This is an optimization exercise on Yosys and OpenROAD, whose aim is small area, a short achievable clock period and few clock cycles, not a production implementation. In this exercise RTL edits were held to simulation tests only and were not proved equivalent to the original. Power and IR drop assume default switching activity.

==> job 8811: inputs <==
==> flow/design.v (excerpt) <==
module preamble_detector (
    input  wire        clk,
    input  wire        rst,
    input  wire        req_valid,
    input  wire        req_write,
    input  wire [12:0] req_addr,
    input  wire [31:0] req_wdata,
    input  wire [3:0]  req_be,
    output reg         resp_valid,
    output reg  [31:0] resp_rdata,
    output reg         resp_err
);
==> flow/config.mk <==
export PLATFORM = sky130hd
export DESIGN_NAME = preamble_detector
export DESIGN_NICKNAME = preamble_detector
export VERILOG_FILES = /design/flow/design.v
export SDC_FILE = /design/flow/constraint.sdc
export NUM_CORES = 4
export LEC_CHECK = 0
export CAP_MARGIN = 20
export CORE_MARGIN = 2
export CORE_UTILIZATION = 62
export CTS_CLUSTER_DIAMETER = 60
export CTS_CLUSTER_SIZE = 24
export SETUP_SLACK_MARGIN = 5
export SLEW_MARGIN = 20
==> flow/constraint.sdc <==
create_clock -name core_clock -period 10.0 [get_ports {clk}]
set_input_delay 2.0000 -clock core_clock [delete_from_list [all_inputs] [get_ports {clk}]]
set_output_delay 2.0000 -clock core_clock [all_outputs]
set_load 0.01 [all_outputs]
standard.sh (not shown) runs the stock make flow with config.mk's settings and CLKGATE_MAP_FILE= SYNTH_SCRIPT=/design/flow/synth_recipe.tcl, a recipe that flattens the netlist after the stock synthesis.
==> flow/flow/run.sh <==
#!/bin/bash
# Layout flow: the standard flow (standard synthesis unchanged), with
# timing repair aimed 5.5 ns below the clock period, repair free to change a
# cell's footprint, and the port buffers made with buf_4 cells.
# The full make output goes to flow_make.log in this folder; each ORFS step
# also keeps its own log under orfs/logs.
set -euo pipefail
cd "$(dirname "$0")/.."
bash standard.sh \
  SETUP_SLACK_MARGIN=5.5 \
  MATCH_CELL_FOOTPRINT=0 \
  "BUFFER_PORTS_ARGS=-buffer_cell sky130_fd_sc_hd__buf_4" \
  finish > flow_make.log 2>&1
==> job 2872 (differences from job 8811) <==
--- a/flow/design.v
+++ b/flow/design.v
@@ -45,15 +45,14 @@
     reg [1:0]  state;
     reg [2:0]  eng_cmd;
     reg [4:0]  ra;                
     reg [1:0]  fill;              
     reg [4:0]  wi;                
     reg        forced;            
     reg        pre_bad;           
-    reg        len_fresh;         
     reg [4:0]  cw;                
     reg [4:0]  preg;              
     reg [3:0]  ecnt;              
     reg        agree_acc;
     reg [4:0]  lw_r, lp_r;        
     reg        l2ok_r;            
     reg [4:0]  l2w_r, l2p_r;      
@@ -86,34 +85,35 @@
         if (pair_ok)
             skip_nx[rw_prev] = !has_any;
         if (cap_store) begin
             skip_nx[req_addr[6:2]]        = 1'b0;
             skip_nx[req_addr[6:2] - 5'd1] = 1'b0;
         end
     end
+    wire       c_change = cap_store || pair_ok ||
+                          (idle_wr && a_start && req_wdata[9:5] != start_off[9:5]);
     reg [31:0] cand;
     reg [4:0]  c_comb;
     reg        c_seen;
     reg [4:0]  c_r;               
-    reg        c_fresh;           
+    reg        c_fresh;
     integer ci;
     always @* begin
         for (ci = 0; ci < 32; ci = ci + 1)
             cand[ci] = (ci >= start_off[9:5]) && (ci == 31 || !skip[ci]);
         c_seen = 1'b0;
         c_comb = 5'd0;
         for (ci = 0; ci < 32; ci = ci + 1) begin
             if (cand[ci] && !c_seen)
                 c_comb = ci;
             c_seen = c_seen || cand[ci];
         end
     end
-    wire        c_ok        = (c_r == c_comb);
-    wire        idle_ready  = c_ok && (fill == 2'd2) && (c_r == cw);
-    wire        idle_second = (fill == 2'd1) && (c_r == cw);
+    wire        idle_ready  = c_fresh && (fill == 2'd2) && (c_r == cw);
+    wire        idle_second = c_fresh && (fill == 2'd1) && (c_r == cw);
     wire [4:0]  idle_addr   = idle_second ? c_r + 5'd1 : c_r;
     wire        go        = !(req_valid && in_cap);
     reg  [31:0] port_sel;
     reg  [31:0] port_word;
     integer pw;
     always @* begin
         for (pw = 0; pw < 32; pw = pw + 1)
@@ -274,32 +274,27 @@
     end
     always @(posedge clk) begin
         if (rst) begin
             skip    <= 32'd0;
             rw_w    <= 1'b0;
             pair_ok <= 1'b0;
             c_r     <= 5'd0;
-            c_fresh <= 1'b0;
+            c_fresh <= 1'b1;
         end else begin
             rw_w    <= cap_store;
             pair_ok <= cap_store && rw_w && (req_addr[6:2] == rw_idx + 5'd1);
             if (cap_store)
                 rw_idx <= req_addr[6:2];
             skip    <= skip_nx;
             c_r     <= c_comb;
-            c_fresh <= !(cap_store || pair_ok ||
-                         (idle_wr && a_start && req_wdata[9:5] != start_off[9:5]));
+            c_fresh <= !c_change;
         end
     end
     wire [10:0] lim24  = cap_len - 11'd24;                  
     wire [11:0] lim288 = {1'b0, cap_len} - 12'd288;         
-    wire pre_bad_now = cap_len < 11'd24 || start_off > {5'd0, lim24} ||
-                       c_r > lim24[9:5];
-    wire fast_go = c_fresh && (fill == 2'd2) && (c_r == cw) && len_fresh &&
-                   !pre_bad_now && any_match && suff;
     task finish;
         input [3:0] code;
         begin
             st_done   <= 1'b1;
             st_reason <= code;
             state     <= S_IDLE;
             fill      <= 2'd0;
@@ -316,17 +311,15 @@
             st_extracted <= 1'b0;
             st_valid     <= 1'b0;
             st_reading   <= 1'b0;
             st_err_busy  <= 1'b0;
             fb_zero      <= 1'b1;
             state        <= S_IDLE;
             fill         <= 2'd0;
-            len_fresh    <= 1'b0;
         end else begin
-            len_fresh <= !(idle_wr && a_len);
             if (busy_drop)
                 st_err_busy <= 1'b1;
             else if (do_write && a_status && req_wdata[16])
                 st_err_busy <= 1'b0;
             if (idle_wr && a_ctrl)
                 ctrl_inv <= req_wdata[0];
             if (idle_wr && a_len)
@@ -340,23 +333,15 @@
                 eng_cmd   <= issue_cmd;
                 if (issue_cmd == C_DECODE || issue_cmd == C_LOCATE) begin
                     st_found     <= 1'b0;
                     st_extracted <= 1'b0;
                     st_valid     <= 1'b0;
                     st_reading   <= 1'b0;
                     forced       <= 1'b0;
-                    if (issue_cmd == C_DECODE && fast_go) begin
-                        st_found  <= 1'b1;
-                        mk        <= {wi, pfirst};
-                        preg      <= pfirst;
-                        ecnt      <= 4'd0;
-                        agree_acc <= 1'b1;
-                        state     <= S_EXT;
-                    end else
-                        state     <= S_SCAN;
+                    state        <= S_SCAN;
                 end else
                     state        <= S_START;
             end
             case (state)
                 S_IDLE: begin
                     wi      <= c_comb;
                     lw_r    <= lim24[9:5];
@@ -364,15 +349,15 @@
                     l2ok_r  <= !lim288[11];
                     l2w_r   <= lim288[9:5];
                     l2p_r   <= lim288[4:0];
                     pre_bad <= cap_len < 11'd24 || start_off > {5'd0, lim24} ||
                                c_comb > lim24[9:5];
                     if (cap_store)
                         fill <= 2'd0;
-                    else if (!c_ok) begin
+                    else if (!c_fresh) begin
                         fill <= 2'd0;
                         ra   <= c_comb;
                     end
                     else if (go && !idle_ready) begin
                         if (idle_second) begin
                             fill <= 2'd2;
                             ra   <= c_r + 5'd2;
==> flow/config.mk (replaced) <==
export PLATFORM = sky130hd
export DESIGN_NAME = preamble_detector
export DESIGN_NICKNAME = preamble_detector
export VERILOG_FILES = /design/flow/design.v
export SDC_FILE = /design/flow/constraint.sdc
export NUM_CORES = 4
export LEC_CHECK = 0
export CAP_MARGIN = 20
export CORE_MARGIN = 2
export CORE_UTILIZATION = 55
export CTS_CLUSTER_DIAMETER = 60
export CTS_CLUSTER_SIZE = 24
export SETUP_SLACK_MARGIN = 5
export SLEW_MARGIN = 20
==> job 3233 (differences from job 8811) <==
--- a/flow/design.v
+++ b/flow/design.v
@@ -45,15 +45,14 @@
     reg [1:0]  state;
     reg [2:0]  eng_cmd;
     reg [4:0]  ra;                
     reg [1:0]  fill;              
     reg [4:0]  wi;                
     reg        forced;            
     reg        pre_bad;           
-    reg        len_fresh;         
     reg [4:0]  cw;                
     reg [4:0]  preg;              
     reg [3:0]  ecnt;              
     reg        agree_acc;
     reg [4:0]  lw_r, lp_r;        
     reg        l2ok_r;            
     reg [4:0]  l2w_r, l2p_r;      
@@ -86,33 +85,32 @@
         if (pair_ok)
             skip_nx[rw_prev] = !has_any;
         if (cap_store) begin
             skip_nx[req_addr[6:2]]        = 1'b0;
             skip_nx[req_addr[6:2] - 5'd1] = 1'b0;
         end
     end
+    wire [4:0] sw_nx = (idle_wr && a_start) ? req_wdata[9:5] : start_off[9:5];
     reg [31:0] cand;
-    reg [4:0]  c_comb;
+    reg [4:0]  c_nx;
     reg        c_seen;
     reg [4:0]  c_r;               
-    reg        c_fresh;           
     integer ci;
     always @* begin
         for (ci = 0; ci < 32; ci = ci + 1)
-            cand[ci] = (ci >= start_off[9:5]) && (ci == 31 || !skip[ci]);
+            cand[ci] = (ci >= sw_nx) && (ci == 31 || !skip_nx[ci]);
         c_seen = 1'b0;
-        c_comb = 5'd0;
+        c_nx   = 5'd0;
         for (ci = 0; ci < 32; ci = ci + 1) begin
             if (cand[ci] && !c_seen)
-                c_comb = ci;
+                c_nx = ci;
             c_seen = c_seen || cand[ci];
         end
     end
-    wire        c_ok        = (c_r == c_comb);
-    wire        idle_ready  = c_ok && (fill == 2'd2) && (c_r == cw);
+    wire        idle_ready  = (fill == 2'd2) && (c_r == cw);
     wire        idle_second = (fill == 2'd1) && (c_r == cw);
     wire [4:0]  idle_addr   = idle_second ? c_r + 5'd1 : c_r;
     wire        go        = !(req_valid && in_cap);
     reg  [31:0] port_sel;
     reg  [31:0] port_word;
     integer pw;
     always @* begin
@@ -248,21 +246,16 @@
     integer pf;
     always @* begin
         pfirst = 5'd0;
         for (pf = 31; pf >= 0; pf = pf - 1)
             if (mv[pf])
                 pfirst = pf;
     end
-    wire [63:0] fw0   = {b1, rw};
-    wire [46:0] fw4   = preg[4] ? fw0[47:1]  : fw0[63:17];
-    wire [38:0] fw3   = preg[3] ? fw4[38:0]  : fw4[46:8];
-    wire [34:0] fw2   = preg[2] ? fw3[34:0]  : fw3[38:4];
-    wire [32:0] fw1   = preg[1] ? fw2[32:0]  : fw2[34:2];
-    wire [31:0] fw    = preg[0] ? fw1[31:0]  : fw1[32:1];
-    wire [31:0] fword = fw ^ {32{ctrl_inv}};
+    wire [63:0] fw    = {b1, rw} << preg;
+    wire [31:0] fword = fw[63:32] ^ {32{ctrl_inv}};
     wire [31:0] cmask = (ecnt == 4'd5 || ecnt == 4'd8) ? 32'hFFFFFF00 : 32'hFFFFFFFF;
     wire        w_eq  = (((fword ^ fb[95:64]) & cmask) == 32'd0);
     wire        agree_now = agree_acc && (ecnt < 4'd3 || w_eq);
     wire        hold  = ((state == S_SCAN) && (fill == 2'd2) && !pre_bad && (forced || any_match)) ||
                         (!st_busy && idle_ready);
     always @(posedge clk) begin
         if ((go && !hold) || cap_store) begin
@@ -274,32 +267,25 @@
     end
     always @(posedge clk) begin
         if (rst) begin
             skip    <= 32'd0;
             rw_w    <= 1'b0;
             pair_ok <= 1'b0;
             c_r     <= 5'd0;
-            c_fresh <= 1'b0;
         end else begin
             rw_w    <= cap_store;
             pair_ok <= cap_store && rw_w && (req_addr[6:2] == rw_idx + 5'd1);
             if (cap_store)
                 rw_idx <= req_addr[6:2];
             skip    <= skip_nx;
-            c_r     <= c_comb;
-            c_fresh <= !(cap_store || pair_ok ||
-                         (idle_wr && a_start && req_wdata[9:5] != start_off[9:5]));
+            c_r     <= c_nx;
         end
     end
     wire [10:0] lim24  = cap_len - 11'd24;                  
     wire [11:0] lim288 = {1'b0, cap_len} - 12'd288;         
-    wire pre_bad_now = cap_len < 11'd24 || start_off > {5'd0, lim24} ||
-                       c_r > lim24[9:5];
-    wire fast_go = c_fresh && (fill == 2'd2) && (c_r == cw) && len_fresh &&
-                   !pre_bad_now && any_match && suff;
     task finish;
         input [3:0] code;
         begin
             st_done   <= 1'b1;
             st_reason <= code;
             state     <= S_IDLE;
             fill      <= 2'd0;
@@ -316,17 +302,15 @@
             st_extracted <= 1'b0;
             st_valid     <= 1'b0;
             st_reading   <= 1'b0;
             st_err_busy  <= 1'b0;
             fb_zero      <= 1'b1;
             state        <= S_IDLE;
             fill         <= 2'd0;
-            len_fresh    <= 1'b0;
         end else begin
-            len_fresh <= !(idle_wr && a_len);
             if (busy_drop)
                 st_err_busy <= 1'b1;
             else if (do_write && a_status && req_wdata[16])
                 st_err_busy <= 1'b0;
             if (idle_wr && a_ctrl)
                 ctrl_inv <= req_wdata[0];
             if (idle_wr && a_len)
@@ -340,42 +324,30 @@
                 eng_cmd   <= issue_cmd;
                 if (issue_cmd == C_DECODE || issue_cmd == C_LOCATE) begin
                     st_found     <= 1'b0;
                     st_extracted <= 1'b0;
                     st_valid     <= 1'b0;
                     st_reading   <= 1'b0;
                     forced       <= 1'b0;
-                    if (issue_cmd == C_DECODE && fast_go) begin
-                        st_found  <= 1'b1;
-                        mk        <= {wi, pfirst};
-                        preg      <= pfirst;
-                        ecnt      <= 4'd0;
-                        agree_acc <= 1'b1;
-                        state     <= S_EXT;
-                    end else
-                        state     <= S_SCAN;
+                    state        <= S_SCAN;
                 end else
                     state        <= S_START;
             end
             case (state)
                 S_IDLE: begin
-                    wi      <= c_comb;
+                    wi      <= c_r;
                     lw_r    <= lim24[9:5];
                     lp_r    <= lim24[4:0];
                     l2ok_r  <= !lim288[11];
                     l2w_r   <= lim288[9:5];
                     l2p_r   <= lim288[4:0];
                     pre_bad <= cap_len < 11'd24 || start_off > {5'd0, lim24} ||
-                               c_comb > lim24[9:5];
+                               c_r > lim24[9:5];
                     if (cap_store)
                         fill <= 2'd0;
-                    else if (!c_ok) begin
-                        fill <= 2'd0;
-                        ra   <= c_comb;
-                    end
                     else if (go && !idle_ready) begin
                         if (idle_second) begin
                             fill <= 2'd2;
                             ra   <= c_r + 5'd2;
                         end else begin
                             fill <= 2'd1;
                             cw   <= c_r;
==> flow/run.sh (new file) <==
#!/bin/bash
# synth_recipe.tcl (not shown) runs the flow's synth.tcl, then flattens the netlist and writes it again
# the make line also repeats each setting of config.mk as NAME=value (left out here)
make -C /OpenROAD-flow-scripts/flow DESIGN_CONFIG=/design/flow/config.mk WORK_HOME=/design/flow/orfs CLKGATE_MAP_FILE= SYNTH_SCRIPT=/design/flow/synth_recipe.tcl finish
==> flow/config.mk (replaced) <==
export PLATFORM = sky130hd
export DESIGN_NAME = preamble_detector
export DESIGN_NICKNAME = preamble_detector
export VERILOG_FILES = /design/flow/design.v
export SDC_FILE = /design/flow/constraint.sdc
export NUM_CORES = 4
export LEC_CHECK = 0
export CAP_MARGIN = 20
export CORE_MARGIN = 2
export CORE_UTILIZATION = 55
export CTS_CLUSTER_DIAMETER = 60
export CTS_CLUSTER_SIZE = 24
export SETUP_SLACK_MARGIN = 5
export SLEW_MARGIN = 20
removed: flow/flow/run.sh
removed: flow/standard.sh
==> qor summary <==
Hold path start: job 3233 fb[175]; job 2872 fb[158]; job 8811 fb[154]
Maximum number of pins on one net before global-route repair: job 3233 83; job 2872 190; job 8811 174
Result of the run: job 3233 no timing/DRC/antenna violations; job 2872 no timing/DRC/antenna violations; job 8811 no timing/DRC/antenna violations
Simple logic cell fraction of the synthesized area: job 3233 13.9%; job 2872 14.1%; job 8811 12.4%
Register-to-register setup slack: job 3233 4940 ps; job 2872 5450 ps; job 8811 5430 ps
Crit path time final: job 3233 5100 ps; job 2872 4650 ps; job 8811 4570 ps
Worst Hold End: job 3233 fb[207]; job 2872 fb[190]; job 8811 fb[186]
Actual transition at the worst max-transition pin: job 3233 1100 ps; job 2872 1230 ps; job 8811 1210 ps
Via count: job 3233 58300; job 2872 64000; job 8811 59300
Total number of multi-input combinational cells: job 3233 3588; job 2872 4045; job 8811 3671
Switching power: job 3233 0.00336 W; job 2872 0.00347 W; job 8811 0.00353 W
Met3 demand-to-capacity share in global routing: job 3233 10.1%; job 2872 13.2%; job 8811 13.2%
Met1 usage: job 3233 57.7%; job 2872 58.5%; job 8811 60.0%
Area enclosed by the die boundary: job 3233 0.138 mm²; job 2872 0.143 mm²; job 8811 0.123 mm²
TritonCTS Buffers: job 3233 111; job 2872 105; job 8811 110
Placed Instances: job 3233 7398; job 2872 7923; job 8811 7252
Source-to-sink clock delay at the later pin of the worst-skew pair: job 3233 810 ps; job 2872 800 ps; job 8811 790 ps
Worst slack after detailed placement: job 3233 2320 ps; job 2872 3090 ps; job 8811 3530 ps
Testbench counts of job 8811, summed over its fixed seeds: cycles 13,711.
Testbench counts of job 2872, summed over its fixed seeds: cycles 13,970.
Testbench counts of job 3233, summed over its fixed seeds: cycles 13,784.

afterwards: timing with drivers on the ports:
In the flow no input, the clock included, has a driving cell. The finished layouts below were timed again as built, in two steps. Step 1 sets driving cells, clkbuf_16 on the clock port and buf_2 on the other inputs (assumed; they add their load-dependent delay and slew). Step 2 adds t to the input delays and takes it off the output delays; t is the mean of the earliest and latest rising clock arrival at the registers after step 1. Input paths then give back, and output paths get back, about the clock's delay inside the block. a / b / c = no drivers / after step 1 / after step 2; a / b = the first two.
| run | t, ns | setup slack, ns | hold slack, ns |
|---|---|---|---|
| job 8811 | 0.839 | 5.433 / 5.422 / 4.583 | 0.451 / 0.451 / 0.451 |
| job 2872 | 0.832 | 5.354 / 5.242 / 4.410 | 0.403 / 0.403 / 0.403 |
| job 3233 | 0.849 | 4.904 / 4.943 / 4.112 | 0.406 / 0.406 / 0.406 |
After both steps setup and hold are still met in every run listed. For job 2872, which loses most, drivers alone change the setup slack by -0.112 ns; drivers and shift together by -0.944 ns.
